Source: an optimization exercise on an open RTL-to-GDS flow (aim: small area). Production flows keep margins and buffers that such runs may drop.
The RTL was checked by simulation tests, not by an equivalence proof against the original design.
Power figures rest on the tool's default switching activity, not on a simulated workload.

==> flow/design.v <==
module ck16v_fa (
    input  wire a,
    input  wire b,
    input  wire c,
    output wire s,
    output wire co
);
    assign s  = a ^ b ^ c;
    assign co = (a & b) | (c & (a ^ b));
endmodule
module ck16v_ha (
    input  wire a,
    input  wire b,
    output wire s,
    output wire co
);
    assign s  = a ^ b;
    assign co = a & b;
endmodule
module ck16v_ao (
    input  wire one,
    input  wire two,
    input  wire r,
    input  wire rl,
    output wire y
);
    assign y = (one & r) | (two & rl);
endmodule
module ck16v_xor (
    input  wire a,
    input  wire b,
    output wire y
);
    assign y = a ^ b;
endmodule
module ck16v_bsel (
    input  wire one,
    input  wire two,
    input  wire neg,
    input  wire r,
    input  wire rl,
    output wire p
);
    wire y;
    ck16v_ao  u_a (.one(one), .two(two), .r(r), .rl(rl), .y(y));
    ck16v_xor u_x (.a(y), .b(neg), .y(p));
endmodule
module ck16v_add #(
    parameter integer W    = 8,
    parameter integer BW   = 8,
    parameter integer CI   = 0
) (
    input  wire [W-1:0]  a,
    input  wire [BW-1:0] b,
    input  wire          ci,
    output wire [W-1:0]  s,
    output wire          co
);
    wire [W:0] c;
    assign c[0] = ci;
    genvar i;
    generate
        for (i = 0; i < W; i = i + 1) begin : g
            if (i < BW) begin : f
                if (i == 0 && CI == 0) begin : h
                    ck16v_ha u (.a(a[i]), .b(b[i]), .s(s[i]), .co(c[i+1]));
                end else begin : x
                    ck16v_fa u (.a(a[i]), .b(b[i]), .c(c[i]), .s(s[i]), .co(c[i+1]));
                end
            end else begin : h
                ck16v_ha u (.a(a[i]), .b(c[i]), .s(s[i]), .co(c[i+1]));
            end
        end
    endgenerate
    assign co = c[W];
endmodule
module ck16v (
    input  wire              clk,
    input  wire              rst,
    input  wire              tick,
    input  wire [31:0]       enc_pos,
    input  wire              dec_req,
    input  wire              frame_present,
    input  wire [95:0]       fb,
    output wire              dec_ack,
    output wire              result_valid,
    output wire [7:0]        result_code,
    input  wire              cal_req,
    output wire              cal_ack,
    output wire              speed_set_stb,
    output wire [7:0]        speed_set_id,
    output wire [7:0]        speed_set_pct,
    output wire [7:0]        speed_set_dir,
    output wire              angle_set_stb,
    output wire [15:0]       angle_set_angle,
    output wire [7:0]        angle_set_dir,
    output wire              horn_stb,
    output wire [16:0]       horn_ms,
    output wire              light_stb,
    output wire [1:0]        light_ch,
    output wire              light_on,
    input  wire [31:0]       enc_payload,
    input  wire [7:0]        enc_id,
    output wire [95:0]       enc_frame,
    output wire [15:0]       enc_ck,
    output wire              busy,
    output wire              calibrated,
    output wire [1:0]        ctl_state,
    output wire [2:0]        ctl_status,
    output wire [6:0]        act_duty,
    output wire              act_dir
);
    wire [7:0]  es0;
    wire [8:0]  es1;
    wire [9:0]  es2, es3;
    wire        eco0, eco1, eco2, eco3;
    ck16v_add #(8, 8, 1)  u_e0 (.a(enc_payload[7:0]), .b(enc_payload[15:8]), .ci(1'b1),
                                .s(es0), .co(eco0));
    ck16v_add #(9, 8, 0)  u_e1 (.a({eco0, es0}), .b(enc_payload[23:16]), .ci(1'b0),
                                .s(es1), .co(eco1));
    ck16v_add #(10, 8, 0) u_e2 (.a({eco1, es1}), .b(enc_payload[31:24]), .ci(1'b0),
                                .s(es2), .co(eco2));
    ck16v_add #(10, 8, 0) u_e3 (.a(es2), .b(enc_id), .ci(1'b0), .s(es3), .co(eco3));
    wire [15:0] enc_sum = {5'd0, eco3, es3};
    assign enc_ck    = enc_sum;
    assign enc_frame = {16'h0D0A, enc_sum, 8'd1, enc_payload, enc_id, 16'hAA55};
    reg [1:0]  state;       
    reg [2:0]  status;
    reg        duty;        
    reg        dir;
    reg [6:0]  cnt;
    reg [32:0] x2;          
    reg [31:0] x3n;         
    reg        kc;          
    reg [4:0]  ga;          
    reg        gdir;        
    wire idle = ~state[0];
    assign busy       = state[0];
    assign calibrated = state[1];
    assign ctl_state  = state;
    assign ctl_status = status;
    assign act_duty   = {1'b0, duty, duty, 2'b00, duty, 1'b0};
    assign act_dir    = dir;
    wire [7:0]  f_id    = fb[23:16];
    wire [7:0]  p0      = fb[31:24];
    wire [7:0]  p1      = fb[39:32];
    wire [7:0]  p2      = fb[47:40];
    wire [7:0]  p3      = fb[55:48];
    wire [7:0]  f_count = fb[63:56];
    wire [15:0] f_cks   = fb[79:64];
    wire [7:0]  ds0;
    wire [8:0]  ds1;
    wire [9:0]  ds2, ds3;
    wire [10:0] ds4;
    wire        dco0, dco1, dco2, dco3, dco4;
    ck16v_add #(8, 8, 0)  u_d0 (.a(p0), .b(p1), .ci(1'b0), .s(ds0), .co(dco0));
    ck16v_add #(9, 8, 0)  u_d1 (.a({dco0, ds0}), .b(p2), .ci(1'b0), .s(ds1), .co(dco1));
    ck16v_add #(10, 8, 0) u_d2 (.a({dco1, ds1}), .b(p3), .ci(1'b0), .s(ds2), .co(dco2));
    ck16v_add #(10, 8, 0) u_d3 (.a(ds2), .b(f_id), .ci(1'b0), .s(ds3), .co(dco3));
    ck16v_add #(11, 8, 0) u_d4 (.a({dco3, ds3}), .b(f_count), .ci(1'b0), .s(ds4), .co(dco4));
    wire cks_ok = ({5'd0, ds4} == f_cks);
    wire marks_ok = (fb[15:0] == 16'hAA55) && (fb[95:80] == 16'h0D0A);
    wire ang_ok   = p2[7] ? (p2 == 8'hFF && p1 >= 8'h60) : (p2 == 8'h00 && p1 <= 8'd25);
    reg [3:0] rc;
    always @(*) begin
        if (!frame_present)
            rc = 4'd1;
        else if (!marks_ok)
            rc = 4'd2;
        else if (!cks_ok)
            rc = 4'd3;
        else begin
            case (f_id)
                8'd1: begin
                    if (p0 != 8'd1 && p0 != 8'd2)      rc = 4'd5;
                    else if (p1 > 8'd100)              rc = 4'd6;
                    else if (p2 != 8'd0 && p2 != 8'd1) rc = 4'd7;
                    else                               rc = 4'd0;
                end
                8'd2:    rc = ang_ok ? 4'd0 : 4'd8;
                8'd3:    rc = p1[7] ? 4'd9 : 4'd0;
                8'd4:    rc = (p1 > 8'd7) ? 4'd10 : 4'd0;
                8'd5:    rc = 4'd0;
                default: rc = 4'd4;
            endcase
        end
    end
    assign cal_ack      = ~rst & idle & cal_req;
    assign dec_ack      = ~rst & idle & ~cal_req & dec_req;
    assign result_valid = dec_ack;
    assign result_code  = dec_ack ? {4'd0, rc} : 8'd0;
    wire dec_ok = dec_ack && (rc == 4'd0);
    assign speed_set_stb   = dec_ok && (f_id == 8'd1);
    assign speed_set_id    = p0;
    assign speed_set_pct   = p1;
    assign speed_set_dir   = p2;
    assign angle_set_stb   = dec_ok && (f_id == 8'd2);
    assign angle_set_angle = {p2, p1};
    assign angle_set_dir   = p3;
    assign horn_stb        = dec_ok && (f_id == 8'd3);
    wire [6:0]  hq = p1[6:0];
    wire [11:0] horn_hi;
    wire        horn_co;
    ck16v_add #(12, 12, 1) u_h (.a({hq, hq[6:2]}), .b({{5{f_id[0]}}, ~hq}), .ci(f_id[0]),
                                .s(horn_hi), .co(horn_co));
    assign horn_ms         = {horn_hi, hq[1:0], 3'b000};
    assign light_stb       = dec_ok && (f_id == 8'd4);
    assign light_ch        = p1[2:1];
    assign light_on        = ~p1[0];
    wire [31:0] e  = enc_pos;
    wire [32:0] es = {e[31], e};
    wire [32:0] d0;
    wire        d0_co;
    ck16v_add #(33, 33, 1) u_d0s (.a(es), .b({x3n[31], x3n}), .ci(~(state[1] & kc)), .s(d0), .co(d0_co));
    wire near2 = (&d0[32:1]) | ~(|d0[32:1]) | (d0 == 33'd2);
    wire [32:0] rng;
    wire        rng_co;
    ck16v_add #(33, 33, 1) u_rng (.a(es), .b(~x2), .ci(state[0]), .s(rng), .co(rng_co));
    wire [32:0] ssum;
    wire        ssum_co;
    ck16v_add #(33, 33, 0) u_sum (.a(es), .b(x2), .ci(1'b0), .s(ssum), .co(ssum_co));
    wire [36:0] n9;
    wire        n9_co;
    ck16v_add #(32, 32, 0) u_n9 (.a({{2{d0[32]}}, d0[32:3]}), .b(d0[31:0]), .ci(1'b0),
                                 .s(n9[34:3]), .co(n9_co));
    assign n9[36:35] = {d0[32], n9_co};
    assign n9[2:0]   = d0[2:0];
    wire [38:0] n45;
    wire        n45_co;
    ck16v_add #(36, 36, 0) u_n45 (.a({n9[36], n9[36:2]}), .b(n9[35:0]), .ci(1'b0),
                                  .s(n45[37:2]), .co(n45_co));
    assign n45[38]  = n45_co;
    assign n45[1:0] = n9[1:0];
    wire [31:0] r = x2[31:0];
    wire one0 = ga[0];
    wire two0 = ga[1] & ~ga[0];
    wire neg0 = ga[1] ^ gdir;
    wire one1 = ga[2] ^ ga[1];
    wire two1 = ga[3] ? (~ga[2] & ~ga[1]) : (ga[2] & ga[1]);
    wire neg1 = ga[3] ^ gdir;
    wire one2 = ga[4] ^ ga[3];
    wire two2 = ga[4] & ga[3];
    wire neg2 = gdir;                      
    wire [33:0] pp0, pp1, pp2;
    assign pp0[33] = neg0;
    assign pp1[33] = neg1;
    assign pp2[33] = neg2;
    genvar j;
    generate
        for (j = 0; j < 33; j = j + 1) begin : bs
            if (j == 0) begin : l
                assign pp0[j] = (one0 & r[j]) ^ neg0;
                assign pp1[j] = (one1 & r[j]) ^ neg1;
                assign pp2[j] = (one2 & r[j]) ^ neg2;
            end else if (j == 32) begin : h
                assign pp0[j] = (two0 & r[j-1]) ^ neg0;
                assign pp1[j] = (two1 & r[j-1]) ^ neg1;
                assign pp2[j] = (two2 & r[j-1]) ^ neg2;
            end else begin : m
                ck16v_bsel u0 (.one(one0), .two(two0), .neg(neg0), .r(r[j]), .rl(r[j-1]), .p(pp0[j]));
                ck16v_bsel u1 (.one(one1), .two(two1), .neg(neg1), .r(r[j]), .rl(r[j-1]), .p(pp1[j]));
                ck16v_bsel u2 (.one(one2), .two(two2), .neg(neg2), .r(r[j]), .rl(r[j-1]), .p(pp2[j]));
            end
        end
    endgenerate
    wire [36:0] x1;
    wire [1:0]  x1lo;
    wire        x1c, x1co;
    ck16v_add #(2, 1, 0) u_x1l (.a(pp0[1:0]), .b(neg0), .ci(1'b0), .s(x1lo), .co(x1c));
    ck16v_add #(35, 35, 1) u_x1 (.a({{3{pp0[33]}}, pp0[33:2]}), .b({pp1[33], pp1}), .ci(x1c),
                                 .s(x1[36:2]), .co(x1co));
    assign x1[1:0] = x1lo;
    wire [37:0] xs2;
    wire [1:0]  xs2m;
    wire        xs2c, xs2co;
    ck16v_add #(2, 1, 0) u_x2l (.a(x1[3:2]), .b(neg1), .ci(1'b0), .s(xs2m), .co(xs2c));
    ck16v_add #(34, 34, 1) u_x2 (.a({x1[36], x1[36:4]}), .b(pp2), .ci(xs2c),
                                 .s(xs2[37:4]), .co(xs2co));
    assign xs2[3:0] = {xs2m, x1[1:0]};
    wire [40:0] w;
    wire        w_co;
    ck16v_add #(39, 39, 0) u_w (.a({{3{xs2[37]}}, xs2[37:2]}), .b(n45), .ci(1'b0),
                                .s(w[40:2]), .co(w_co));
    assign w[1:0] = xs2[1:0];
    wire w_neg   = w[40];
    wire w_hi1   = &w[40:11];
    wire w_hi0   = ~(|w[40:11]);
    wire [10:0] wl = w[10:0];
    wire lo_in   = gdir ? (wl >= 11'd1313) : (wl >= 11'd1508);    
    wire hi_in   = gdir ? (wl <= 11'd524)  : (wl <= 11'd719);
    wire below   = w_neg & ~(w_hi1 & lo_in);
    wire above   = ~w_neg & ~(w_hi0 & hi_in);
    wire in_tol  = ~below & ~above;
    wire fault   = x2[32];
    wire cnt_full = &cnt;
    wire [6:0] cnt_inc = cnt + 7'd1;
    wire match  = cnt[6] & near2;
    wire sweep  = duty;                  
    wire limit  = match & cnt_full;
    always @(posedge clk) begin
        if (rst) begin
            state  <= 2'd0;
            status <= 3'd0;
            duty   <= 1'b0;
            dir    <= 1'b0;
        end else if (idle) begin
            if (cal_req) begin
                state  <= 2'd1;
                cnt    <= 7'd0;
                x2     <= 33'd0;
                dir    <= 1'b0;
                duty   <= 1'b1;
                status <= 3'd0;
            end else if (angle_set_stb) begin
                ga   <= p2[7] ? 5'd0 : p1[4:0];
                gdir <= (p3 == 8'd1);
                cnt  <= 7'd0;
                if (state == 2'd0) begin
                    status <= 3'd3;
                end else begin
                    state  <= 2'd3;
                    status <= 3'd0;
                end
            end
        end else if (tick) begin
            if (!state[1]) begin
                if (!sweep) begin
                    if (cnt_full) begin
                        dir  <= 1'b1;
                        duty <= 1'b1;
                        cnt  <= 7'd0;
                    end else begin
                        cnt <= cnt_inc;
                    end
                end else if (limit) begin
                    duty <= 1'b0;
                    x2   <= rng;
                    if (!dir) begin
                        cnt <= 7'd28;
                    end else begin
                        x3n    <= ~ssum[32:1];
                        kc     <= ssum[0] & ssum[32];
                        state  <= 2'd2;
                        status <= 3'd1;
                    end
                end else begin
                    x3n <= ~e;
                    cnt <= match ? cnt_inc : 7'd118;
                end
            end else begin
                if (!duty && !cnt[6]) begin
                    if (fault || in_tol) begin
                        state  <= 2'd2;
                        status <= fault ? 3'd4 : 3'd2;
                    end else begin
                        dir  <= below;
                        duty <= 1'b1;
                        cnt  <= 7'd123;
                    end
                end else begin
                    if (cnt_full) begin
                        duty <= 1'b0;
                        cnt  <= duty ? 7'd123 : 7'd0;
                    end else begin
                        cnt <= cnt_inc;
                    end
                end
            end
        end
    end
endmodule
==> flow/flow/run.sh <==
#!/bin/bash
set -euo pipefail
bash standard.sh "BUFFER_PORTS_ARGS=-buffer_cell sky130_fd_sc_hd__buf_1" finish > standard_flow.log 2>&1
==> flow/standard.sh <==
#!/bin/bash
# synth_recipe.tcl (not shown) runs the flow's synth.tcl, then flattens the netlist and writes it again
# the make line also repeats each setting of config.mk as NAME=value (left out here)
make -C /OpenROAD-flow-scripts/flow DESIGN_CONFIG=/design/flow/config.mk WORK_HOME=/design/flow/orfs CLKGATE_MAP_FILE= SYNTH_SCRIPT=/design/flow/synth_recipe.tcl "${@:-finish}"
==> flow/config.mk <==
export PLATFORM = sky130hd
export DESIGN_NAME = ck16v
export DESIGN_NICKNAME = ck16v
export VERILOG_FILES = /design/flow/design.v
export SDC_FILE = /design/flow/constraint.sdc
export NUM_CORES = 4
export LEC_CHECK = 0
export CAP_MARGIN = 20
export CORE_MARGIN = 2
export CORE_UTILIZATION = 70
export CTS_BUF_LIST = sky130_fd_sc_hd__clkbuf_8
export SLEW_MARGIN = 20
export SYNTH_HIERARCHICAL = 1
export SYNTH_MINIMUM_KEEP_SIZE = 0
==> flow/constraint.sdc <==
create_clock -name core_clock -period 70.0 [get_ports {clk}]
set_input_delay 14.0000 -clock core_clock [delete_from_list [all_inputs] [get_ports {clk}]]
set_output_delay 14.0000 -clock core_clock [all_outputs]
set_load 0.01 [all_outputs]
==> qor.yml, run 1 <==
status: "no timing/DRC/antenna violations"
r2r_end: "status[1]"
netlist.area_leader.share_pct: 45.4
grt_usage_pct: 32.3
syn2layout_area_growth_pct: 5.41
final_core_util_pct: 74.6
fin_crit_sh_pct: 51.9
synth_cell_type_count: 60
nFillCells: 1533
num_vias: 10186
fmax_ghz: 0.0275
final_cell_count_no_fill: 1733
postCtsSetupBuffers: 0
cp-end-kind: "output port"
setup_ws_ns: 33.65
synthArstFlopShare_pct: 0
regToRegSetupSlack_ns: 49.02
critical_path_class: "primary input to output port"
dp_hpwl_um: 29500
drive_gt1_share_pct: 3.58
synth-edff-count: 79
finish.net_count: 2001
yosys-top-cells-area: "fa_1 (45%), edfxtp_1 (16%), buf_4 (8.5%), xor2_1 (5.6%), a22o_1 (5.3%)"
synth_seq_cells: 86
rows: 54
rsz0062_at_grt: "false"
clk_latency_ns: 0.39
ios: 384
hp-class: "flop to flop"
irDropWorstVdd_mv: 0.0263
wirelength_um: 35700
die_w_um: 152
cp.required_ns: 56.00
min_to: "status[0]"
cp_num_buf_inv: 2
pwr-share-seq_pct: 12.1
power_density_nw_per_um2: 31.2
place_area_sq_um: 15900
cts_hold_buf: 0
r2r_cells: 53
slew_headroom_pct: 38.5
fin_tns_setup_ns: 0
route.detailed.drc: 0
path_cells: "buf_1 -> ha_1 -> fa_1 -> fa_1 -> fa_1 -> fa_1 -> fa_1 -> fa_1 -> fa_1 -> fa_1 -> fa_1 -> fa_1 -> fa_1 -> ha_1 -> ha_1 -> ha_1 -> xnor2_1 -> nand4_1 -> nor4_1 -> a41oi_1 -> a41oi_4 -> nand2_1 -> nor4_1 -> buf_1"
drt_iter0_markers: 625
wl_per_cell_um: 20.6
rr_startpoint: "gdir"
clockRootBuffer: "clkbuf_8"
cts_resized: 0
worst_pin_slew_ns: 0.910
ant_nets: 0
syn_area_per_cell_sq_um: 12.5
place.gp.congestion: 0.924
dr.pass1.iters: 5
grt_pass1_wl_um: 58600
synth-main-ff-cell: "edfxtp_1"
grt_antenna_before_repair: 2
cts_made_buffers: 9
io_buffers: 322
yosysSeqAreaShare_pct: 16.4
p_switching_mw: 0.241
holdCritStartpoint: "status[0]"
fin_area_sq_um: 16100
core-area_sq_um: 21600
fin_skew_ns: 0.0206
slowest_delay_ns: 0.53
final_hold_viol_count: 0
switching_share_pct: 47.9
critPathArrivalTime_ns: 22.35
initial_core_util_pct: 70.8
grt_overflow_total: 0
maxSlewViolCount: 0
place_ws_ns: 33.66
cts_sinks: 86
synth_cells: 1226
grt_max_degree: 50
cp_common_cell: "fa_1"
p_leak_nw: 6.28
cp_max_fo: 7
critPathTopFamily: "adder cells"
setup.worst_path.start_class: "primary input"
fin_crit_ns: 36.35
combPwrFrac_pct: 79.6
worstHoldPathCells: 2
syn_area_sq_um: 15300
grt_pass1_vias: 10954
yosys_warnings: 7
p_clk_share_pct: 8.3
drv_cap: 0
synth_top_cell_by_area: "fa_1"
viasPerCell: 5.88
die_h_um: 152
die_area_sq_um: 23100
setup_violations: 0
cts.htree.levels: 3
internal-power_mw: 0.263
cts.path.max_buffers: 2
clkTransAtPathRegs_ns: 0.10
dp.cells: 1716
cts_tree: "built"
slowest_stage: "nor4_1"
## sequential cells by signal, summed over array words and instances, names as in the netlist
signal and cells:
ga 5, duty 1, x3n 32, status 3, dir 1, x2 33, gdir 1, cnt 7
kc 1, state 2
## worst max-delay path by stage
stage                 from  cells after the start  slack (ns)             to
floorplan           fb[24]                     22       34.98      light_stb
global placement    fb[32]                     24       33.95  speed_set_stb
detailed placement  fb[32]                     24       33.66  speed_set_stb
CTS                 fb[32]                     24       33.64  speed_set_stb
global route        fb[32]                     24       33.31  speed_set_stb
finish              fb[32]                     24       33.65  speed_set_stb
## power groups by stage
stage | Sequential (mW) | Clock [mW] | Combinational [mW]
after floorplan | 0.0615 | 0 | 0.314
after CTS | 0.0612 | 0.0423 | 0.402
after detailed placement | 0.0623 | 0 | 0.400
final | 0.0612 | 0.0416 | 0.401
after global routing | 0.0616 | 0.0438 | 0.456
after global placement | 0.0623 | 0 | 0.382
## cell usage in the layout (no fill, tap or decap), types with 12 or more instances in the layout
cell,Yosys,routed
nand4_1,27,27
ha_1,33,33
nor2_1,30,29
nor4_1,23,23
edfxtp_1,79,79
a21oi_1,17,16
inv_1,48,48
nand3_1,14,14
xor2_1,97,95
mux2i_1,34,34
o21ai_0,16,16
a22o_1,93,93
conb_1,2,62
buf_4,173,14
buf_1,0,322
nand2_1,31,31
and2_1,37,37
nor3_1,12,12
fa_1,347,347
xnor2_1,22,22
## synth_stat cells (all sizes together) (3+ instances only)
cell / count
nand3: 15
edfxtp: 79
clkbuf: 12
nor3: 13
and2: 37
a31oi: 4
nor4bb: 5
mux2i: 34
inv: 48
o211ai: 4
a22o: 93
nor3b: 3
dfxtp: 7
nand4: 27
nor2b: 3
ha: 33
nor4b: 4
nand2: 31
xor2: 97
nand2b: 4
or3: 4
o21a: 3
xnor2: 22
a21oi: 17
buf: 174
mux2: 3
nor4: 25
o31ai: 3
fa: 347
o21ai: 18
and3: 4
nor2: 30
## Yosys stat by module (local to each module, per instance), a selection
module     copies in the design  cells  area [sq um]
ck16v_xor                    93      1          8.76
ck16v_ha                     29      1          12.5
ck16v_fa                    347      1          20.0
ck16v                         1    664          6360
ck16v_ao                     93      1          8.76
## metal layers
| metal | vias up | track usage (%) | wire (um) |
|---|---|---|---|
| met3 | 55 | 5.45 | 2040 |
| met4 | 2 | 8.95 | 964 |
| met2 | 399 | 54.7 | 18100 |
| met1 | 5282 | 43.9 | 14600 |
| li1 | 4448 | - | - |
| met5 | - | 0 | 13 |
## layout make-up
type                       count  area [sq um]  area share [%]
timing repair buffer         336          1310            8.15
tap                          280           350            2.17
inverter                      48           180            1.12
clock buffer                   9           124           0.768
antenna                        1          2.50          0.0155
multi-input combinational    966         11500            71.6
clock inverter                 7          98.8           0.613
sequential                    86          2510            15.6
## cells by family (layout without fill, tap and decap cells)
group / after synthesis / in the layout / synth area share (%)
buffers and inverters: 234 / 400 / 9.99
flip-flops: 86 / 86 / 16.4
adder cells (fa/ha/maj): 380 / 380 / 48.1
AND/OR/NAND/NOR: 212 / 212 / 7.97
AO/OA/AOI/OAI: 156 / 156 / 8.17
other: 2 / 63 / 0.0491
XOR/XNOR: 119 / 119 / 6.81
multiplexers: 37 / 37 / 2.47
## per-stage QoR
| stage | hold slack [ns] | power (mW) |
|---|---|---|
| 2_1_floorplan | 0.479 | 0.376 |
| 3_3_place_gp | 0.450 | 0.444 |
| 3_5_place_dp | 0.458 | 0.462 |
| 4_1_cts | 0.480 | 0.506 |
| 5_1_grt | 0.518 | 0.561 |
| 6_report | 0.481 | 0.504 |
## worst min-delay path, cell delays in order (launching register included)
cell and delay, ns:
dfxtp_1 0.32, nand2_1 0.06, mux2i_1 0.06
==> run 2: changes to the inputs <==
--- a/flow/config.mk
+++ b/flow/config.mk
@@ -7,7 +7,7 @@
 export LEC_CHECK = 0
 export CAP_MARGIN = 20
 export CORE_MARGIN = 2
-export CORE_UTILIZATION = 70
+export CORE_UTILIZATION = 40
 export CTS_BUF_LIST = sky130_fd_sc_hd__clkbuf_8
 export SLEW_MARGIN = 20
 export SYNTH_HIERARCHICAL = 1
==> run 2 against run 1 <==
Against the previous run: still clean on timing, DRC and antenna; clock power shrank 24%; sequential cell count unchanged; clock skew decreased by 0.0048 ns; fmax grew 1.1%; wire length fell by 0.14%; combinational power down 4%; design area grew 1.4%; critical path type unchanged.
==> qor.yml, run 2 <==
critPathTopFamily: "adder cells"
wirelength_um: 35700  # -0.14%
final_common_cell: "fa_1"
yosysMostFrequentCell: "fa_1"
hp-class: "flop to flop"
dp.cells: 1948  # +14%
syn_area_sq_um: 15300  # unchanged
die_area_sq_um: 39800  # +73%
cp-end-kind: "output port"
ios: 384  # unchanged
cts_resized: 0  # unchanged
drv_cap: 0  # unchanged
path_cells: "buf_1 -> ha_1 -> fa_1 -> fa_1 -> fa_1 -> fa_1 -> fa_1 -> fa_1 -> fa_1 -> fa_1 -> fa_1 -> fa_1 -> fa_1 -> ha_1 -> ha_1 -> ha_1 -> xnor2_1 -> nand4_1 -> nor4_1 -> a41oi_1 -> a41oi_4 -> nand2_1 -> nor4_1 -> buf_1"
critPathArrivalTime_ns: 21.95  # -0.40 ns
place.gp.congestion: 0.931  # +0.67%
num_vias: 9976  # -2.1%
cts_tree: "built"
synth-compound-area-share_pct: 8.17  # unchanged
nFillCells: 3589  # +130%
slowest_delay_ns: 0.48  # -0.05 ns
yosys.area_share.simple_pct: 7.97  # unchanged
core-area_sq_um: 37700  # +74%
initial_core_util_pct: 40.6  # -30 points
synth_cell_type_count: 60  # unchanged
fin_tns_setup_ns: 0  # unchanged
final_cell_count_no_fill: 1964  # +13%
multiInputGateArea_sq_um: 11500  # unchanged
syn2layout_area_growth_pct: 6.92
antenna_cells: 0  # -1
fin_crit_sh_pct: 51.4  # -0.57 points
dp_hpwl_um: 29600  # +0.14%
maxSlewViolCount: 0  # unchanged
clk_latency_ns: 0.39  # about the same
power.total_mw: 0.479  # -4.9%
wl_per_cell_um: 18.2  # -12%
rows: 71  # +31%
grt_max_degree: 50  # unchanged
power_density_nw_per_um2: 29.3  # -6.2%
top_register: "x2"
synth_top_cell_by_area: "fa_1"
grt_overflow_total: 0  # unchanged
top_regs: "x2 x33, x3n x32, cnt x7"
finish.net_count: 2002  # +0.050%
largest_reg_flops: 33  # unchanged
clockRootBuffer: "clkbuf_8"
place_ws_ns: 34.10  # +0.441 ns
cts.htree.levels: 3  # unchanged
netlist.area_leader.share_pct: 45.4  # unchanged
postCtsSetupBuffers: 0  # unchanged
synth-main-ff-cell: "edfxtp_1"
register_area_sq_um: 2510  # about the same
setup_ws_ns: 34.05  # +0.400 ns
irDropWorstVdd_mv: 0.0183  # -30%
dr.pass1.iters: 4  # -1
fin_crit_ns: 35.95  # -0.400 ns
slowest_stage: "nor4_1"
yosys_warnings: 7  # unchanged
yosysSeqAreaShare_pct: 16.4  # unchanged
syn_area_per_cell_sq_um: 12.5  # unchanged
clkTransAtPathRegs_ns: 0.08  # -0.02 ns
setup_violations: 0  # unchanged
synth_cells: 1226  # unchanged
cts.path.max_buffers: 2  # unchanged
setup.worst_path.start_class: "primary input"
grt_pass1_vias: 10578  # -3.4%
slew_headroom_pct: 49.1  # +11 points
viasPerCell: 5.08  # -14%
cts_made_buffers: 9  # unchanged
status: "no timing/DRC/antenna violations"
die_w_um: 200  # +31%
cts_sinks: 86  # unchanged
io_buffers: 322  # unchanged
holdCritStartpoint: "status[0]"
yosys-top-cells-area: "fa_1 (45%), edfxtp_1 (16%), buf_4 (8.5%), xor2_1 (5.6%), a22o_1 (5.3%)"
synth_top_family_by_area: "adder cells"
synthAdderAreaFrac_pct: 48.1  # unchanged
synthArstFlopShare_pct: 0  # unchanged
cp_common_cell: "fa_1"
final_hold_viol_count: 0  # unchanged
ant_nets: 0  # unchanged
drt_iter0_markers: 486  # -22%
final_cell_mix: "fa_1 (347), buf_1 (322), xor2_1 (95)"
grt_antenna_before_repair: 0  # -2
synth_seq_cells: 86  # unchanged
rsz0062_at_grt: "false"
worst_pin_slew_ns: 0.764  # -0.146 ns
worstSetupStartpoint: "fb[32]"
cp_num_buf_inv: 2  # unchanged
p_leak_nw: 6.27  # -0.24%
grt_usage_pct: 18.5  # -14 points
fmax_ghz: 0.0278  # +1.1%
synthMuxAreaShare_pct: 2.47  # unchanged
cp.required_ns: 56.00  # about the same
synth_common_cells: "fa_1 (347), buf_4 (173), xor2_1 (97)"
route.detailed.drc: 0  # unchanged
critical_path_class: "primary input to output port"
synth-edff-count: 79  # unchanged
fin_skew_ns: 0.0158  # -0.00480 ns
grt_pass1_wl_um: 56800  # -3.0%
die_h_um: 200  # +31%
drive_gt1_share_pct: 3.51  # -0.071 points
hold_ws_ns: 0.473  # -0.00799 ns
synth_xor_area_share_pct: 6.81  # unchanged
cts_hold_buf: 0  # unchanged
cp_max_fo: 7  # unchanged
rr_startpoint: "gdir"
run 2: logic make-up (layout without fill, tap and decap cells):
kind of cell | after synthesis | in the layout
DFF | 86 | 86
muxes | 37 | 37
and+or+nand+nor | 212 | 212
buffers and inverters | 234 | 401
other | 2 | 62
AOI/OAI and AO/OA | 156 | 156
xor gates and xnor gates | 119 | 119
adders and majority gates | 380 | 380
run 2: final cells by class:
type                    count  area share [%]
multi-input cells         966            70.6
flip-flops and latches     86            15.4
repair buffers            337            8.08
well taps                 511            3.91
inverters                  48            1.10
clock buffers               9           0.757
clock inverters             7           0.207
run 2: worst paths after layout:
kind / endpoint / slack, ns / cells after the start
setup / recovery: speed_set_stb / 34.05 / 24
hold / removal: status[0] / 0.47 / 2
setup reg to reg: cnt[2] / 49.25 / 53
hold reg to reg: status[0] / 0.47 / 2
run 2: routing by layer:
layer | part of all wire [%] | track usage, % | up-vias | routed length [um]
met5 | 0 | 0 | - | 0
met4 | 1.3 | 4.33 | 0 | 462
met3 | 4.7 | 2.38 | 27 | 1670
met2 | 50 | 31.0 | 300 | 17900
met1 | 44 | 25.6 | 5202 | 15600
li1 | - | - | 4447 | -
run 2: power breakdown:
part | internal [mW] | total, mW | leakage, nW | switching [mW]
Combinational | 0.179 | 0.386 | 5.40 | 0.207
Sequential | 0.0583 | 0.0613 | 0.782 | 0.00298
Clock | 0.0124 | 0.0318 | 0.0888 | 0.0195
run 2: Yosys stat by module (local to each module, per instance), excerpt:
module	flops+latches	area [sq um]
ck16v_fa	0	20.0
ck16v_xor	0	8.76
ck16v_ao	0	8.76
ck16v	86	6360
ck16v_ha	0	12.5
run 2: metrics by stage:
stage | utilization, % | cell area [sq um]
after global routing | 43.4 | 16400
after floorplan | - | 15500
final | 43.4 | 16400
after global placement | 43.0 | 16200
after detailed placement | 43.0 | 16200
after CTS | 43.4 | 16400
run 2: worst reg2reg max path: cells and delay by family (launching register included):
kind	cells	cell delay, ns
buffers and inverters	1	0.56
and+or+nand+nor	4	1.15
adders and majority gates	43	17.32
xor gates and xnor gates	2	0.40
DFF	1	0.61
AOI/OAI and AO/OA	3	0.35
==> run 3: changes to the inputs <==
--- a/flow/design.v
+++ b/flow/design.v
@@ -17,14 +17,14 @@
     assign s  = a ^ b;
     assign co = a & b;
 endmodule
-module ck16v_ao (
-    input  wire one,
-    input  wire two,
-    input  wire r,
-    input  wire rl,
+module ck16v_oai (
+    input  wire onen,
+    input  wire twon,
+    input  wire rn,
+    input  wire rln,
     output wire y
 );
-    assign y = (one & r) | (two & rl);
+    assign y = ~((onen | rn) & (twon | rln));
 endmodule
 module ck16v_xor (
     input  wire a,
@@ -34,15 +34,15 @@
     assign y = a ^ b;
 endmodule
 module ck16v_bsel (
-    input  wire one,
-    input  wire two,
+    input  wire onen,
+    input  wire twon,
     input  wire neg,
-    input  wire r,
-    input  wire rl,
+    input  wire rn,
+    input  wire rln,
     output wire p
 );
     wire y;
-    ck16v_ao  u_a (.one(one), .two(two), .r(r), .rl(rl), .y(y));
+    ck16v_oai u_a (.onen(onen), .twon(twon), .rn(rn), .rln(rln), .y(y));
     ck16v_xor u_x (.a(y), .b(neg), .y(p));
 endmodule
 module ck16v_add #(
@@ -129,7 +129,7 @@
     reg        duty;        
     reg        dir;
     reg [6:0]  cnt;
-    reg [32:0] x2;          
+    reg [32:0] x2n;         
     reg [31:0] x3n;         
     reg        kc;          
     reg [4:0]  ga;          
@@ -215,10 +215,12 @@
     wire near2 = (&d0[32:1]) | ~(|d0[32:1]) | (d0 == 33'd2);
     wire [32:0] rng;
     wire        rng_co;
-    ck16v_add #(33, 33, 1) u_rng (.a(es), .b(~x2), .ci(state[0]), .s(rng), .co(rng_co));
-    wire [32:0] ssum;
-    wire        ssum_co;
-    ck16v_add #(33, 33, 0) u_sum (.a(es), .b(x2), .ci(1'b0), .s(ssum), .co(ssum_co));
+    ck16v_add #(33, 33, 1) u_rng (.a(es), .b(x2n), .ci(state[0]), .s(rng), .co(rng_co));
+    wire        cal = idle & cal_req;
+    wire [32:0] rngn = ~rng | {33{cal}};
+    wire [31:0] uh;
+    wire        uh_co;
+    ck16v_add #(32, 32, 1) u_sum (.a(e), .b(rngn[32:1]), .ci(rngn[0]), .s(uh), .co(uh_co));
     wire [36:0] n9;
     wire        n9_co;
     ck16v_add #(32, 32, 0) u_n9 (.a({{2{d0[32]}}, d0[32:3]}), .b(d0[31:0]), .ci(1'b0),
@@ -231,7 +233,7 @@
                                   .s(n45[37:2]), .co(n45_co));
     assign n45[38]  = n45_co;
     assign n45[1:0] = n9[1:0];
-    wire [31:0] r = x2[31:0];
+    wire [31:0] rn = x2n[31:0];       
     wire one0 = ga[0];
     wire two0 = ga[1] & ~ga[0];
     wire neg0 = ga[1] ^ gdir;
@@ -241,6 +243,9 @@
     wire one2 = ga[4] ^ ga[3];
     wire two2 = ga[4] & ga[3];
     wire neg2 = gdir;                      
+    wire one0n = ~one0, two0n = ~two0;
+    wire one1n = ~one1, two1n = ~two1;
+    wire one2n = ~one2, two2n = ~two2;
     wire [33:0] pp0, pp1, pp2;
     assign pp0[33] = neg0;
     assign pp1[33] = neg1;
@@ -249,17 +254,17 @@
     generate
         for (j = 0; j < 33; j = j + 1) begin : bs
             if (j == 0) begin : l
-                assign pp0[j] = (one0 & r[j]) ^ neg0;
-                assign pp1[j] = (one1 & r[j]) ^ neg1;
-                assign pp2[j] = (one2 & r[j]) ^ neg2;
+                assign pp0[j] = (one0 & ~rn[j]) ^ neg0;
+                assign pp1[j] = (one1 & ~rn[j]) ^ neg1;
+                assign pp2[j] = (one2 & ~rn[j]) ^ neg2;
             end else if (j == 32) begin : h
-                assign pp0[j] = (two0 & r[j-1]) ^ neg0;
-                assign pp1[j] = (two1 & r[j-1]) ^ neg1;
-                assign pp2[j] = (two2 & r[j-1]) ^ neg2;
+                assign pp0[j] = (two0 & ~rn[j-1]) ^ neg0;
+                assign pp1[j] = (two1 & ~rn[j-1]) ^ neg1;
+                assign pp2[j] = (two2 & ~rn[j-1]) ^ neg2;
             end else begin : m
-                ck16v_bsel u0 (.one(one0), .two(two0), .neg(neg0), .r(r[j]), .rl(r[j-1]), .p(pp0[j]));
-                ck16v_bsel u1 (.one(one1), .two(two1), .neg(neg1), .r(r[j]), .rl(r[j-1]), .p(pp1[j]));
-                ck16v_bsel u2 (.one(one2), .two(two2), .neg(neg2), .r(r[j]), .rl(r[j-1]), .p(pp2[j]));
+                ck16v_bsel u0 (.onen(one0n), .twon(two0n), .neg(neg0), .rn(rn[j]), .rln(rn[j-1]), .p(pp0[j]));
+                ck16v_bsel u1 (.onen(one1n), .twon(two1n), .neg(neg1), .rn(rn[j]), .rln(rn[j-1]), .p(pp1[j]));
+                ck16v_bsel u2 (.onen(one2n), .twon(two2n), .neg(neg2), .rn(rn[j]), .rln(rn[j-1]), .p(pp2[j]));
             end
         end
     endgenerate
@@ -291,7 +296,7 @@
     wire below   = w_neg & ~(w_hi1 & lo_in);
     wire above   = ~w_neg & ~(w_hi0 & hi_in);
     wire in_tol  = ~below & ~above;
-    wire fault   = x2[32];
+    wire fault   = ~x2n[32];
     wire cnt_full = &cnt;
     wire [6:0] cnt_inc = cnt + 7'd1;
     wire match  = cnt[6] & near2;
@@ -307,7 +312,7 @@
             if (cal_req) begin
                 state  <= 2'd1;
                 cnt    <= 7'd0;
-                x2     <= 33'd0;
+                x2n    <= rngn;
                 dir    <= 1'b0;
                 duty   <= 1'b1;
                 status <= 3'd0;
@@ -334,12 +339,12 @@
                     end
                 end else if (limit) begin
                     duty <= 1'b0;
-                    x2   <= rng;
+                    x2n  <= rngn;
                     if (!dir) begin
                         cnt <= 7'd28;
                     end else begin
-                        x3n    <= ~ssum[32:1];
-                        kc     <= ssum[0] & ssum[32];
+                        x3n    <= ~uh;
+                        kc     <= ~rngn[0] & uh[31];
                         state  <= 2'd2;
                         status <= 3'd1;
                     end
==> run 3 against run 2 <==
Against the previous run: cell count fell by 3.8%; setup slack got worse by 0.086 ns; sequential power rose by 2%; worst hold slack got worse by 0.0085 ns; via count rose by 1.6%; largest cell class unchanged.
==> qor.yml, run 3 <==
status: "no timing/DRC/antenna violations"
route.detailed.drc: 0  # unchanged
grt_pass1_wl_um: 59800  # +5.2%
drv_cap: 0  # unchanged
final_common_cell: "fa_1"
irDropWorstVdd_mv: 0.0357  # +96%
finish.net_count: 1968  # -1.7%
wirelength_um: 37300  # +4.6%
synth_seq_cells: 86  # unchanged
die_h_um: 197  # -1.3%
initial_core_util_pct: 40.7  # +0.074 points
grt_max_degree: 42  # -16%
synth_cells: 1194  # -2.6%
cp-end-kind: "output port"
rr_startpoint: "ga[0]"
yosysMostFrequentCell: "fa_1"
critPathArrivalTime_ns: 22.03  # +0.08 ns
ant_nets: 0  # unchanged
final_hold_viol_count: 0  # unchanged
dr.pass1.iters: 5  # +1
die_area_sq_um: 38800  # -2.6%
synth_top_cell_by_area: "fa_1"
fin_skew_ns: 0.0146  # -0.00113 ns
critical_path_class: "primary input to output port"
viasPerCell: 5.37  # +5.7%
r2r_cells: 53  # unchanged
worstSetupStartpoint: "fb[32]"
synth_common_cells: "fa_1 (347), buf_4 (171), xor2_1 (101)"
cp.required_ns: 56.00  # about the same
syn_area_per_cell_sq_um: 12.5  # about the same
fmax_ghz: 0.0278  # -0.24%
syn_area_sq_um: 14900  # -2.6%
grt_pass1_vias: 10721  # +1.4%
fin_tns_setup_ns: 0  # unchanged
final_cell_mix: "fa_1 (347), buf_1 (322), xor2_1 (100)"
cts_sinks: 86  # unchanged
cts_tree: "built"
p_leak_nw: 5.58  # -11%
synth-edff-count: 79  # unchanged
slew_headroom_pct: 43.3  # -5.8 points
synth-main-ff-cell: "edfxtp_1"
multiInputGateArea_sq_um: 11200  # -3.0%
drive_gt1_share_pct: 3.52  # +0.011 points
wl_per_cell_um: 19.7  # +8.7%
place.gp.congestion: 0.854  # -8.2%
cts_resized: 0  # unchanged
fin_crit_ns: 36.03  # +0.0862 ns
rows: 70  # -1.4%
yosys-top-cells-area: "fa_1 (47%), edfxtp_1 (16%), buf_4 (8.6%), xor2_1 (5.9%), o22ai_1 (3.9%)"
die_w_um: 197  # -1.3%
min_to: "status[0]"
power_density_nw_per_um2: 32.0  # +9.3%
core-area_sq_um: 36600  # -2.8%
cts_hold_buf: 0  # unchanged
drt_iter0_markers: 694  # +43%
r2r_end: "cnt[1]"
syn2layout_area_growth_pct: 6.65
hold_ws_ns: 0.465  # -0.00854 ns
yosys_warnings: 7  # unchanged
num_vias: 10138  # +1.6%
largest_reg_flops: 33  # unchanged
rsz0062_at_grt: "false"
netlist.area_leader.share_pct: 46.6  # +1.2 points
cts_made_buffers: 9  # unchanged
holdCritStartpoint: "status[0]"
synth_cell_type_count: 70  # +17%
cts.path.max_buffers: 2  # unchanged
synthArstFlopShare_pct: 0  # unchanged
grt_antenna_before_repair: 1  # +1
top_regs: "x2n x33, x3n x32, cnt x7"
cp_max_fo: 7  # unchanged
maxSlewViolCount: 0  # unchanged
dp_hpwl_um: 30800  # +4.0%
hp-class: "flop to flop"
register_area_sq_um: 2510  # about the same
nFillCells: 3465  # -3.5%
postCtsSetupBuffers: 0  # unchanged
grt_overflow_total: 0  # unchanged
worst_pin_slew_ns: 0.851  # +0.0865 ns
cts.htree.levels: 3  # unchanged
yosysSeqAreaShare_pct: 16.9  # +0.44 points
clockRootBuffer: "clkbuf_8"
clkTransAtPathRegs_ns: 0.09  # about the same
setup_violations: 0  # unchanged
regToRegSetupSlack_ns: 49.20  # -0.05 ns
fin_crit_sh_pct: 51.5  # +0.12 points
top_register: "x2n"
clk_latency_ns: 0.39  # about the same
io_buffers: 322  # unchanged
grt_usage_pct: 19.8  # +1.3 points
setup.worst_path.start_class: "primary input"
ios: 384  # unchanged
worstHoldPathCells: 2  # unchanged
==> run 3: critical path, stage by stage <==
cell	delay, ns
buf_1	0.29
ha_1	0.25
fa_1	0.45
fa_1	0.53
fa_1	0.45
fa_1	0.48
fa_1	0.45
fa_1	0.47
fa_1	0.45
fa_1	0.40
fa_1	0.39
fa_1	0.41
fa_1	0.39
ha_1	0.20
ha_1	0.19
ha_1	0.28
xnor2_1	0.15
nand4_1	0.12
nor4_2	0.60
o2111a_1	0.33
or4b_4	0.49
nor3_2	0.11
buf_1	0.17
==> run 3: cell type report <==
cell class                 instances  share of cell area (%)
antenna                            1                  0.0158
clock buffer                       9                   0.780
clock inverter                     7                   0.213
inverter                          25                   0.591
multi-input combinational        957                    70.5
sequential                        86                    15.8
tap                              468                    3.69
timing repair buffer             336                    8.44
==> run 3: cell families (layout without fill, tap and decap cells) <==
kind of cell,after synthesis,after routing,synth area share (%)
xor gates and xnor gates,119,119,7.00
muxes,33,33,2.22
AOI/OAI and AO/OA,165,165,7.22
and+or+nand+nor,199,199,7.52
DFF,86,86,16.9
buffers and inverters,211,377,9.81
other,2,63,0.0504
adders and majority gates,379,379,49.3
==> run 3: worst max-delay path by stage <==
| stage | end | slack [ns] | cells after the start |
|---|---|---|---|
| global placement | horn_stb | 34.22 | 23 |
| floorplan | horn_stb | 35.00 | 21 |
| CTS | horn_stb | 33.99 | 23 |
| detailed placement | horn_stb | 33.98 | 23 |
| global route | horn_stb | 33.53 | 23 |
| finish | horn_stb | 33.97 | 23 |
==> run 3: per-module statistics from Yosys (local to each module, per instance), a selection <==
module	times used	flops+latches
ck16v	1	86
ck16v_fa	347	0
ck16v_ha	28	0
ck16v_xor	93	0
ck16v_oai	93	0
==> run 3: routing by layer <==
layer	vias up	global-route usage (%)	share of wire (%)
met5	-	0	0
met4	0	5.26	1.9
met3	36	3.22	5.0
met2	343	34.1	52
met1	5341	26.1	41
li1	4418	-	-
==> run 3: stage by stage <==
step                      cell area [sq um]  instances  setup WS (ns)  power, mW  utilization (%)
after floorplan                       15100       1254          35.00      0.390                -
after global placement                15700       1870          34.22      0.469             42.8
after detailed placement              15700       1870          33.98      0.482             42.8
after CTS                             15800       1886          33.99      0.517             43.3
after global routing                  15900       1889          33.53      0.576             43.4
final                                 15900       1889          33.97      0.509             43.4
==> run 3: where the power goes <==
part           leakage, nW  internal (mW)  total, mW  switching [mW]
sequential           0.766         0.0590     0.0624         0.00347
clock               0.0888         0.0123     0.0317          0.0194
combinational         4.72          0.190      0.415           0.224
total                 5.58          0.262      0.509           0.247
==> run 4: changes to the inputs <==
--- a/flow/design.v
+++ b/flow/design.v
@@ -213,11 +213,14 @@
     wire        d0_co;
     ck16v_add #(33, 33, 1) u_d0s (.a(es), .b({x3n[31], x3n}), .ci(~(state[1] & kc)), .s(d0), .co(d0_co));
     wire near2 = (&d0[32:1]) | ~(|d0[32:1]) | (d0 == 33'd2);
+    wire cnt_full = &cnt;
+    wire match  = cnt[6] & near2;
+    wire limit  = match & cnt_full;
     wire [32:0] rng;
     wire        rng_co;
-    ck16v_add #(33, 33, 1) u_rng (.a(es), .b(x2n), .ci(state[0]), .s(rng), .co(rng_co));
-    wire        cal = idle & cal_req;
-    wire [32:0] rngn = ~rng | {33{cal}};
+    ck16v_add #(33, 33, 1) u_rng (.a(es), .b(x2n), .ci(dir), .s(rng), .co(rng_co));
+    wire        glim = state[0] & limit;
+    wire [32:0] rngn = ~rng & {33{glim}};
     wire [31:0] uh;
     wire        uh_co;
     ck16v_add #(32, 32, 1) u_sum (.a(e), .b(rngn[32:1]), .ci(rngn[0]), .s(uh), .co(uh_co));
@@ -297,11 +300,8 @@
     wire above   = ~w_neg & ~(w_hi0 & hi_in);
     wire in_tol  = ~below & ~above;
     wire fault   = ~x2n[32];
-    wire cnt_full = &cnt;
     wire [6:0] cnt_inc = cnt + 7'd1;
-    wire match  = cnt[6] & near2;
     wire sweep  = duty;                  
-    wire limit  = match & cnt_full;
     always @(posedge clk) begin
         if (rst) begin
             state  <= 2'd0;
@@ -340,16 +340,16 @@
                 end else if (limit) begin
                     duty <= 1'b0;
                     x2n  <= rngn;
+                    x3n  <= ~uh;
                     if (!dir) begin
                         cnt <= 7'd28;
                     end else begin
-                        x3n    <= ~uh;
                         kc     <= ~rngn[0] & uh[31];
                         state  <= 2'd2;
                         status <= 3'd1;
                     end
                 end else begin
-                    x3n <= ~e;
+                    x3n <= ~uh;
                     cnt <= match ? cnt_inc : 7'd118;
                 end
             end else begin
--- a/flow/config.mk
+++ b/flow/config.mk
@@ -9,6 +9,8 @@
 export CORE_MARGIN = 2
 export CORE_UTILIZATION = 40
 export CTS_BUF_LIST = sky130_fd_sc_hd__clkbuf_8
+export CTS_CLUSTER_DIAMETER = 100
+export CTS_CLUSTER_SIZE = 30
 export SLEW_MARGIN = 20
 export SYNTH_HIERARCHICAL = 1
 export SYNTH_MINIMUM_KEEP_SIZE = 0
==> run 4 against run 3 <==
Against the previous run: core utilization up 0.16 points; wire length fell by 6.2%; setup slack got worse by 5.7 ns; non-clock buffer count shrank 1; die area decreased by 1.9%; count of clock-buffer cells in the layout unchanged; sequential share of layout area rose by 0.33 points; via count shrank 3.1%; largest cell class unchanged; largest power group unchanged.
==> qor.yml, run 4 <==
status: "no timing/DRC/antenna violations"
drt_iter0_markers: 563  # -19%
ant_nets: 0  # unchanged
synth_seq_cells: 86  # unchanged
yosys-top-cells-area: "fa_1 (48%), edfxtp_1 (16%), buf_4 (8.8%), xor2_1 (5.8%), o22ai_1 (4.0%)"
cp_max_fo: 33  # +26
holdCritStartpoint: "status[2]"
wl_per_cell_um: 18.6  # -5.7%
clockRootBuffer: "clkbuf_8"
ios: 384  # unchanged
syn2layout_area_growth_pct: 6.59  # about the same
viasPerCell: 5.23  # -2.6%
initial_core_util_pct: 40.9  # +0.17 points
syn_area_per_cell_sq_um: 12.2  # -2.0%
worstHoldPathCells: 2  # unchanged
wirelength_um: 35000  # -6.2%
yosysMostFrequentCell: "fa_1"
hp-class: "flop to flop"
final_common_cell: "fa_1"
rsz0062_at_grt: "false"
dp_hpwl_um: 29300  # -4.8%
grt_usage_pct: 19.2  # -0.65 points
rr_startpoint: "state[1]"
syn_area_sq_um: 14600  # -2.0%
r2r_end: "kc"
critical_path_class: "primary input to flop"
dr.pass1.iters: 14  # +9
num_vias: 9821  # -3.1%
top_register: "x2n"
io_buffers: 322  # unchanged
setup_violations: 0  # unchanged
power_density_nw_per_um2: 29.6  # -7.6%
yosys_warnings: 7  # unchanged
fin_area_sq_um: 15600  # -2.0%
fin_skew_ns: 0.0183  # +0.00365 ns
drv_cap: 0  # unchanged
synthArstFlopShare_pct: 0  # unchanged
fin_tns_setup_ns: 0  # unchanged
cts_resized: 0  # unchanged
cts_sinks: 86  # unchanged
synth-edff-count: 79  # unchanged
r2r_cells: 75  # +42%
critPathTopFamily: "adder cells"
p_leak_nw: 5.70  # +2.1%
grt_overflow_total: 0  # unchanged
cts_hold_buf: 0  # unchanged
setup.worst_path.start_class: "primary input"
drive_gt1_share_pct: 2.82  # -0.70 points
slew_headroom_pct: 43.7  # +0.44 points
synth_cells: 1194  # unchanged
grt_max_degree: 42  # unchanged
fin_crit_ns: 41.70  # +5.66 ns
grt_antenna_before_repair: 1  # unchanged
irDropWorstVdd_mv: 0.0290  # -19%
critPathArrivalTime_ns: 41.83  # +19.80 ns
die_area_sq_um: 38100  # -1.9%
grt_pass1_vias: 10697  # -0.22%
cp_num_buf_inv: 3  # +1
route.detailed.drc: 0  # unchanged
final_core_util_pct: 43.6  # +0.16 points
fin_crit_sh_pct: 59.6  # +8.1 points
min_to: "status[2]"
clk_latency_ns: 0.40  # about the same
synth_cell_type_count: 60  # -14%
largest_reg_flops: 33  # unchanged
yosysSeqAreaShare_pct: 17.2  # +0.34 points
clkTransAtPathRegs_ns: 0.11  # +0.02 ns
finish.net_count: 1966  # -0.10%
die_h_um: 195  # -0.96%
slowest_stage: "fa_1"
regToRegSetupSlack_ns: 41.04  # -8.16 ns
place.gp.congestion: 0.857  # +0.35%
slowest_delay_ns: 0.77  # +0.17 ns
die_w_um: 195  # -0.96%
synth-main-ff-cell: "edfxtp_1"
maxSlewViolCount: 0  # unchanged
cts_tree: "built"
cp.required_ns: 70.13  # +14.13 ns
cts.path.max_buffers: 2  # unchanged
final_hold_viol_count: 0  # unchanged
fmax_ghz: 0.0240  # -14%
core-area_sq_um: 35700  # -2.4%
antenna_cells: 0  # -1
synth_common_cells: "fa_1 (347), buf_4 (171), xor2_1 (96)"
cp-end-kind: "flop"
cts_made_buffers: 9  # unchanged
place_area_sq_um: 15400  # -1.9%
synth_top_cell_by_area: "fa_1"
postCtsSetupBuffers: 0  # unchanged
cp_common_cell: "fa_1"
netlist.area_leader.share_pct: 47.6  # +0.93 points
grt_pass1_wl_um: 57300  # -4.1%
final_cell_mix: "fa_1 (347), buf_1 (322), xor2_1 (95)"
top_regs: "x2n x33, x3n x32, cnt x7"
rows: 69  # -1.4%
cts.htree.levels: 3  # unchanged
worst_pin_slew_ns: 0.836  # -0.0142 ns
## run 4: cell count changes after synthesis, moves of 5 or more
cell / change
nor2_1: +46
xor2_1: -5
mux2i_1: -29
a21oi_1: -7
clkbuf_1: +7
nand2_1: -25
o21ai_0: +6
inv_1: +29
## run 4: layer usage
layer,part of all wire [%],up-vias,GRT usage (%)
met2,52,377,33.9
met5,0,-,0
met1,40,5090,24.5
met4,1.6,0,4.41
li1,-,4321,-
met3,6.7,33,3.47
## run 4: worst max-delay path by stage
stage,cells after the start,slack (ns),from,end
global route,75,27.28,enc_pos[0],kc
detailed placement,75,27.71,enc_pos[0],kc
finish,75,28.30,enc_pos[0],kc
floorplan,73,29.85,enc_pos[0],kc
CTS,75,28.16,enc_pos[0],kc
global placement,75,28.04,enc_pos[0],kc
## run 4: per-stage QoR
step / setup slack (ns) / hold WS (ns) / power (mW) / instances
2_1_floorplan: 29.85 / 0.513 / 0.353 / 1254
3_3_place_gp: 28.04 / 0.491 / 0.420 / 1863
3_5_place_dp: 27.71 / 0.494 / 0.429 / 1863
4_1_cts: 28.16 / 0.518 / 0.467 / 1879
5_1_grt: 27.28 / 0.541 / 0.520 / 1879
6_report: 28.30 / 0.516 / 0.461 / 1879
## run 4: power by group
| group | switching, mW | internal [mW] | leakage (nW) |
|---|---|---|---|
| clock network | 0.0224 | 0.0135 | 0.0944 |
| registers | 0.00206 | 0.0572 | 0.805 |
| logic | 0.197 | 0.168 | 4.80 |
| total | 0.222 | 0.239 | 5.70 |
## run 4: per-module statistics from Yosys, one instance, submodules excluded, excerpt
module     cell area (sq um)  cells inside
ck16v_fa                20.0             1
ck16v_ha                12.5             1
ck16v_oai               6.26             1
ck16v                   5910           633
ck16v_xor               8.76             1
## run 4: cell families after synthesis
group	count (synthesis)	synth area share, %
buffers and inverters	238	10.6
muxes	4	0.274
other	2	0.0514
xor gates and xnor gates	118	7.08
adders and majority gates	379	50.3
AOI/OAI and AO/OA	151	6.67
DFF	86	17.2
and+or+nand+nor	216	7.86
## run 4: area by class of cell
type	count	area, sq um
timing repair buffer	335	1310
clock buffer	9	124
tap	461	577
clock inverter	7	55.1
fill	3454	20200
multi-input combinational	930	10800
sequential	86	2510
inverter	51	191
## run 4: worst reg2reg max path, delay by kind of cell, from the launching register on
family / cells / cell delay [ns]
AND/OR/NAND/NOR: 6 / 0.90
flip-flops: 1 / 0.78
buffers and inverters: 2 / 0.51
AO/OA/AOI/OAI: 2 / 0.30
adder cells (fa/ha/maj): 65 / 26.26
==> run 5: changes to the inputs <==
--- a/flow/config.mk
+++ b/flow/config.mk
@@ -9,8 +9,6 @@
 export CORE_MARGIN = 2
 export CORE_UTILIZATION = 40
 export CTS_BUF_LIST = sky130_fd_sc_hd__clkbuf_8
-export CTS_CLUSTER_DIAMETER = 100
-export CTS_CLUSTER_SIZE = 30
 export SLEW_MARGIN = 20
 export SYNTH_HIERARCHICAL = 1
 export SYNTH_MINIMUM_KEEP_SIZE = 0
==> run 5 against run 4 <==
Against the previous run: design area is the same; die area is the same; cell count is the same; combinational power is essentially flat; area after synthesis is the same; core utilization is the same; register-to-register slack is essentially flat; largest cell class unchanged; largest power group unchanged.
==> qor.yml, run 5 <==
cts_sinks: 86  # unchanged
grt_max_degree: 42  # unchanged
worstHoldPathCells: 2  # unchanged
ant_nets: 0  # unchanged
top_regs: "x2n x33, x3n x32, cnt x7"
hp-class: "flop to flop"
slowest_delay_ns: 0.77  # about the same
die_h_um: 195  # unchanged
syn_area_per_cell_sq_um: 12.2  # unchanged
core-area_sq_um: 35700  # unchanged
synth_top_family_by_area: "adder cells"
fin_tns_setup_ns: 0  # unchanged
die_area_sq_um: 38100  # unchanged
place_area_sq_um: 15400  # unchanged
rsz0062_at_grt: "false"
initial_core_util_pct: 40.9  # unchanged
netlist.area_leader.share_pct: 47.6  # unchanged
antenna_cells: 0  # unchanged
final_hold_viol_count: 0  # unchanged
grt_overflow_total: 0  # unchanged
drive_gt1_share_pct: 2.82  # unchanged
fin_area_sq_um: 15600  # unchanged
slowest_stage: "fa_1"
postCtsSetupBuffers: 0  # unchanged
yosys_warnings: 7  # unchanged
cts.htree.levels: 3  # unchanged
synthAdderAreaFrac_pct: 50.3  # unchanged
yosys.area_share.simple_pct: 7.86  # unchanged
maxSlewViolCount: 0  # unchanged
r2r_cells: 75  # unchanged
final_common_cell: "fa_1"
yosysMostFrequentCell: "fa_1"
synth_seq_cells: 86  # unchanged
yosys-top-cells-area: "fa_1 (48%), edfxtp_1 (16%), buf_4 (8.8%), xor2_1 (5.8%), o22ai_1 (4.0%)"
synth_top_cell_by_area: "fa_1"
clk_latency_ns: 0.40  # about the same
drt_iter0_markers: 563  # unchanged
top_register: "x2n"
rows: 69  # unchanged
syn2layout_area_growth_pct: 6.59  # unchanged
grt_pass1_wl_um: 57300  # unchanged
status: "no timing/DRC/antenna violations"
cts_tree: "built"
ios: 384  # unchanged
rr_startpoint: "state[1]"
synth_xor_area_share_pct: 7.08  # unchanged
grt_pass1_vias: 10697  # unchanged
fmax_ghz: 0.0240  # unchanged
nFillCells: 3454  # unchanged
num_vias: 9821  # unchanged
grt_usage_pct: 19.2  # unchanged
die_w_um: 195  # unchanged
synth-edff-count: 79  # unchanged
critPathArrivalTime_ns: 41.83  # about the same
dp_hpwl_um: 29300  # unchanged
r2r_end: "kc"
route.detailed.drc: 0  # unchanged
yosysSeqAreaShare_pct: 17.2  # unchanged
io_buffers: 322  # unchanged
slew_headroom_pct: 43.7  # unchanged
synth_common_cells: "fa_1 (347), buf_4 (171), xor2_1 (96)"
place.gp.congestion: 0.857  # unchanged
final_cell_count_no_fill: 1879  # unchanged
setup.worst_path.start_class: "primary input"
place_ws_ns: 27.71  # unchanged
cp-end-kind: "flop"
cts_hold_buf: 0  # unchanged
cts.path.max_buffers: 2  # unchanged
syn_area_sq_um: 14600  # unchanged
dp.cells: 1863  # unchanged
synth_cell_type_count: 60  # unchanged
viasPerCell: 5.23  # unchanged
synthArstFlopShare_pct: 0  # unchanged
cp_max_fo: 33  # unchanged
irDropWorstVdd_mv: 0.0290  # unchanged
dr.pass1.iters: 14  # unchanged
setup_ws_ns: 28.30  # unchanged
largest_reg_flops: 33  # unchanged
synth-main-ff-cell: "edfxtp_1"
min_to: "status[2]"
clockRootBuffer: "clkbuf_8"
wl_per_cell_um: 18.6  # unchanged
fin_skew_ns: 0.0183  # unchanged
setup_violations: 0  # unchanged
critical_path_class: "primary input to flop"
clkTransAtPathRegs_ns: 0.11  # about the same
holdCritStartpoint: "status[2]"
p_leak_nw: 5.70  # unchanged
fin_crit_sh_pct: 59.6  # unchanged
grt_antenna_before_repair: 1  # unchanged
power_density_nw_per_um2: 29.6  # unchanged
drv_cap: 0  # unchanged
fin_crit_ns: 41.70  # unchanged
cp_common_cell: "fa_1"
wirelength_um: 35000  # unchanged
cts_resized: 0  # unchanged
cts_made_buffers: 9  # unchanged
worst_pin_slew_ns: 0.836  # unchanged
final_cell_mix: "fa_1 (347), buf_1 (322), xor2_1 (95)"
synthMuxAreaShare_pct: 0.274  # unchanged
cp.required_ns: 70.13  # about the same
synth_cells: 1194  # unchanged
finish.net_count: 1966  # unchanged
synth-compound-area-share_pct: 6.66  # unchanged
final_core_util_pct: 43.6  # unchanged
regToRegSetupSlack_ns: 41.04  # about the same
[run 5: cell counts in the layout (fill, tap and decap cells not counted)]
No cell type changed its count.
[run 5: report_power, final]
group | total (mW) | switching (mW) | internal [mW] | leakage (nW)
clock network | 0.0360 | 0.0224 | 0.0135 | 0.0944
logic | 0.365 | 0.197 | 0.168 | 4.80
registers | 0.0592 | 0.00206 | 0.0572 | 0.805
total | 0.461 | 0.222 | 0.239 | 5.70
[run 5: cell families after synthesis]
family,after synthesis
other,2
buffers and inverters,238
muxes,4
adders and majority gates,379
xor gates and xnor gates,118
AOI/OAI and AO/OA,151
DFF,86
and+or+nand+nor,216
[run 5: metal layers]
| metal | part of all wire (%) | global-route usage (%) | vias to the layer above |
|---|---|---|---|
| met5 | 0 | 0 | - |
| met4 | 1.6 | 4.41 | 0 |
| met3 | 6.7 | 3.47 | 33 |
| met2 | 52 | 33.9 | 377 |
| met1 | 40 | 24.5 | 5090 |
| li1 | - | - | 4321 |
[run 5: how the worst max path moves through the flow]
| stage | start | slack, ns | end |
|---|---|---|---|
| after floorplan | enc_pos[0] | 29.85 | kc |
| after global placement | enc_pos[0] | 28.04 | kc |
| after detailed placement | enc_pos[0] | 27.71 | kc |
| after CTS | enc_pos[0] | 28.16 | kc |
| after global routing | enc_pos[0] | 27.28 | kc |
| final | enc_pos[0] | 28.30 | kc |
[run 5: layout make-up]
cell class / count / area (sq um) / share of cell area (%)
clock inverters: 7 / 55.1 / 0.354
multi-input cells: 930 / 10800 / 69.4
repair buffers: 335 / 1310 / 8.39
flip-flops and latches: 86 / 2510 / 16.1
well taps: 461 / 577 / 3.71
clock buffers: 9 / 124 / 0.796
inverters: 51 / 191 / 1.23
[run 5: modules after synthesis, one instance, submodules excluded, excerpt]
module,cells,copies in the design
ck16v_xor,1,93
ck16v_oai,1,93
ck16v,633,1
ck16v_fa,1,347
ck16v_ha,1,28
[run 5: per-stage QoR]
step | hold WS [ns] | total power, mW
2_1_floorplan | 0.513 | 0.353
3_3_place_gp | 0.491 | 0.420
3_5_place_dp | 0.494 | 0.429
4_1_cts | 0.518 | 0.467
5_1_grt | 0.541 | 0.520
6_report | 0.516 | 0.461
[run 5: worst max-delay path: cells and delay by family]
| family | cells | cell delay, ns |
|---|---|---|
| fa+ha+maj | 65 | 26.25 |
| buf+inv | 3 | 0.68 |
| compound gates | 2 | 0.30 |
| simple gates | 5 | 0.62 |
==> run 6: changes to the inputs <==
--- a/flow/config.mk
+++ b/flow/config.mk
@@ -7,7 +7,7 @@
 export LEC_CHECK = 0
 export CAP_MARGIN = 20
 export CORE_MARGIN = 2
-export CORE_UTILIZATION = 40
+export CORE_UTILIZATION = 55
 export CTS_BUF_LIST = sky130_fd_sc_hd__clkbuf_8
 export SLEW_MARGIN = 20
 export SYNTH_HIERARCHICAL = 1
==> run 6 against run 5 <==
Against the previous run: critical path depth fell by 1; setup slack lost 0.20 ns; clock skew is 0.0040 ns higher; register-to-register slack worse by 0.22 ns; fmax fell by 0.47%; design area is 1.0% lower; synthesized cell count unchanged; first-iteration DRC count up 13%; via count shrank 0.49%; still clean on timing, DRC and antenna; combinational power hardly changed.
==> qor.yml, run 6 <==
setup_violations: 0  # unchanged
cp_num_buf_inv: 2  # -1
slew_headroom_pct: 47.0  # +3.3 points
synth-edff-count: 79  # unchanged
die_h_um: 167  # -14%
initial_core_util_pct: 56.0  # +15 points
fin_crit_ns: 41.89  # +0.196 ns
hp-class: "flop to flop"
power.total_mw: 0.458  # -0.65%
fin_skew_ns: 0.0223  # +0.00401 ns
rr_startpoint: "state[1]"
syn_area_sq_um: 14600  # unchanged
fin_crit_sh_pct: 59.8  # +0.28 points
status: "no timing/DRC/antenna violations"
syn2layout_area_growth_pct: 5.52
grt_antenna_before_repair: 0  # -1
slowest_stage: "fa_1"
worst_pin_slew_ns: 0.793  # -0.0434 ns
synth_common_cells: "fa_1 (347), buf_4 (171), xor2_1 (96)"
synth_top_cell_by_area: "fa_1"
clkTransAtPathRegs_ns: 0.11  # about the same
final_hold_viol_count: 0  # unchanged
grt_max_degree: 42  # unchanged
antenna_cells: 0  # unchanged
wl_per_cell_um: 19.1  # +2.7%
syn_area_per_cell_sq_um: 12.2  # unchanged
yosysMostFrequentCell: "fa_1"
clk_latency_ns: 0.40  # about the same
top_register: "x2n"
cts.htree.levels: 3  # unchanged
dp_hpwl_um: 27500  # -5.9%
cp_common_cell: "fa_1"
rsz0062_at_grt: "false"
min_to: "status[2]"
worstHoldPathCells: 2  # unchanged
synth_cells: 1194  # unchanged
cp-end-kind: "flop"
fin_tns_setup_ns: 0  # unchanged
netlist.area_leader.share_pct: 47.6  # unchanged
cts_hold_buf: 0  # unchanged
cp_num_cells: 74  # -1.3%
largest_reg_flops: 33  # unchanged
drive_gt1_share_pct: 2.82  # unchanged
io_buffers: 322  # unchanged
ios: 384  # unchanged
critPathTopFamily: "adder cells"
cp_max_fo: 18  # -45%
critPathArrivalTime_ns: 42.05  # +0.22 ns
cts_sinks: 86  # unchanged
final_cell_mix: "fa_1 (347), buf_1 (322), xor2_1 (95)"
yosysSeqAreaShare_pct: 17.2  # unchanged
yosys-top-cells-area: "fa_1 (48%), edfxtp_1 (16%), buf_4 (8.8%), xor2_1 (5.8%), o22ai_1 (4.0%)"
holdCritStartpoint: "status[2]"
postCtsSetupBuffers: 0  # unchanged
die_w_um: 167  # -14%
place.gp.congestion: 0.868  # +1.2%
slowest_delay_ns: 0.77  # about the same
critical_path_class: "primary input to flop"
core-area_sq_um: 26100  # -27%
synth_cell_type_count: 60  # unchanged
finish.net_count: 1966  # unchanged
r2r_cells: 74  # -1.3%
cp.required_ns: 70.15  # +0.02 ns
grt_pass1_wl_um: 55200  # -3.8%
die_area_sq_um: 27900  # -27%
rows: 59  # -14%
clockRootBuffer: "clkbuf_8"
power_density_nw_per_um2: 29.7  # +0.36%
drt_iter0_markers: 638  # +13%
irDropWorstVdd_mv: 0.0438  # +51%
dr.pass1.iters: 5  # -9
-- run 6: layer usage --
layer,part of all wire [%],wire (um),global-route usage [%]
met5,0,0,0
met4,0.70,234,4.01
met3,5.8,1950,3.85
met2,51,17100,42.5
met1,42,14200,35.9
-- run 6: worst register-to-register path, delay by kind of cell, from the launching register on --
family          cells  cell delay [ns]
simple gates        6             1.54
fa+ha+maj          65            26.23
flops               1             0.78
buf+inv             1             0.13
compound gates      2             0.29
-- run 6: worst max-delay path by stage --
stage	start	end
after floorplan	enc_pos[0]	kc
after global placement	enc_pos[0]	kc
after detailed placement	enc_pos[0]	kc
after CTS	enc_pos[0]	kc
after global routing	enc_pos[0]	kc
final	enc_pos[0]	kc
-- run 6: final cells by class --
type,instances,area (sq um)
Multi-Input combinational cell,930,10800
Fill cell,2225,10600
Sequential cell,86,2510
Timing Repair Buffer,335,1310
Tap cell,335,419
Inverter,51,191
Clock buffer,9,124
Clock inverter,7,56.3
-- run 6: cell families (layout without fill, tap and decap cells) --
family / after synthesis / after routing / synth area share [%]
compound gates: 151 / 151 / 6.67
xor+xnor: 118 / 118 / 7.08
fa+ha+maj: 379 / 379 / 50.3
buf+inv: 238 / 402 / 10.6
flops: 86 / 86 / 17.2
mux: 4 / 4 / 0.274
other cells: 2 / 62 / 0.0514
simple gates: 216 / 216 / 7.86
-- run 6: metrics by stage --
step	instances	utilization, %	area, sq um	hold slack, ns	worst slack, ns
final	1753	59.1	15400	0.504	28.11
after global routing	1753	59.1	15400	0.529	27.14
after CTS	1753	59.1	15400	0.507	28.07
after detailed placement	1737	58.4	15200	0.494	27.53
after global placement	1737	58.4	15200	0.488	27.91
after floorplan	1254	-	14800	0.513	29.85
-- run 6: per-module statistics from Yosys (local to each module, per instance), excerpt --
module,times used,flip-flops and latches,cell area (sq um)
ck16v,1,86,5910
ck16v_fa,347,0,20.0
ck16v_ha,28,0,12.5
ck16v_xor,93,0,8.76
ck16v_oai,93,0,6.26
-- run 6: power by group --
group,internal (mW),switching (mW),total (mW)
Combinational,0.168,0.195,0.362
Sequential,0.0572,0.00218,0.0593
Clock,0.0134,0.0224,0.0359

Re-timed with assumed drivers on the ports (clkbuf_16 on the clock, buf_2 on other inputs), run 6 has 28.129 ns of setup slack against 28.108 ns with ideal ports, and 27.695 ns once port delays also move by the mid clock arrival of 0.434 ns.
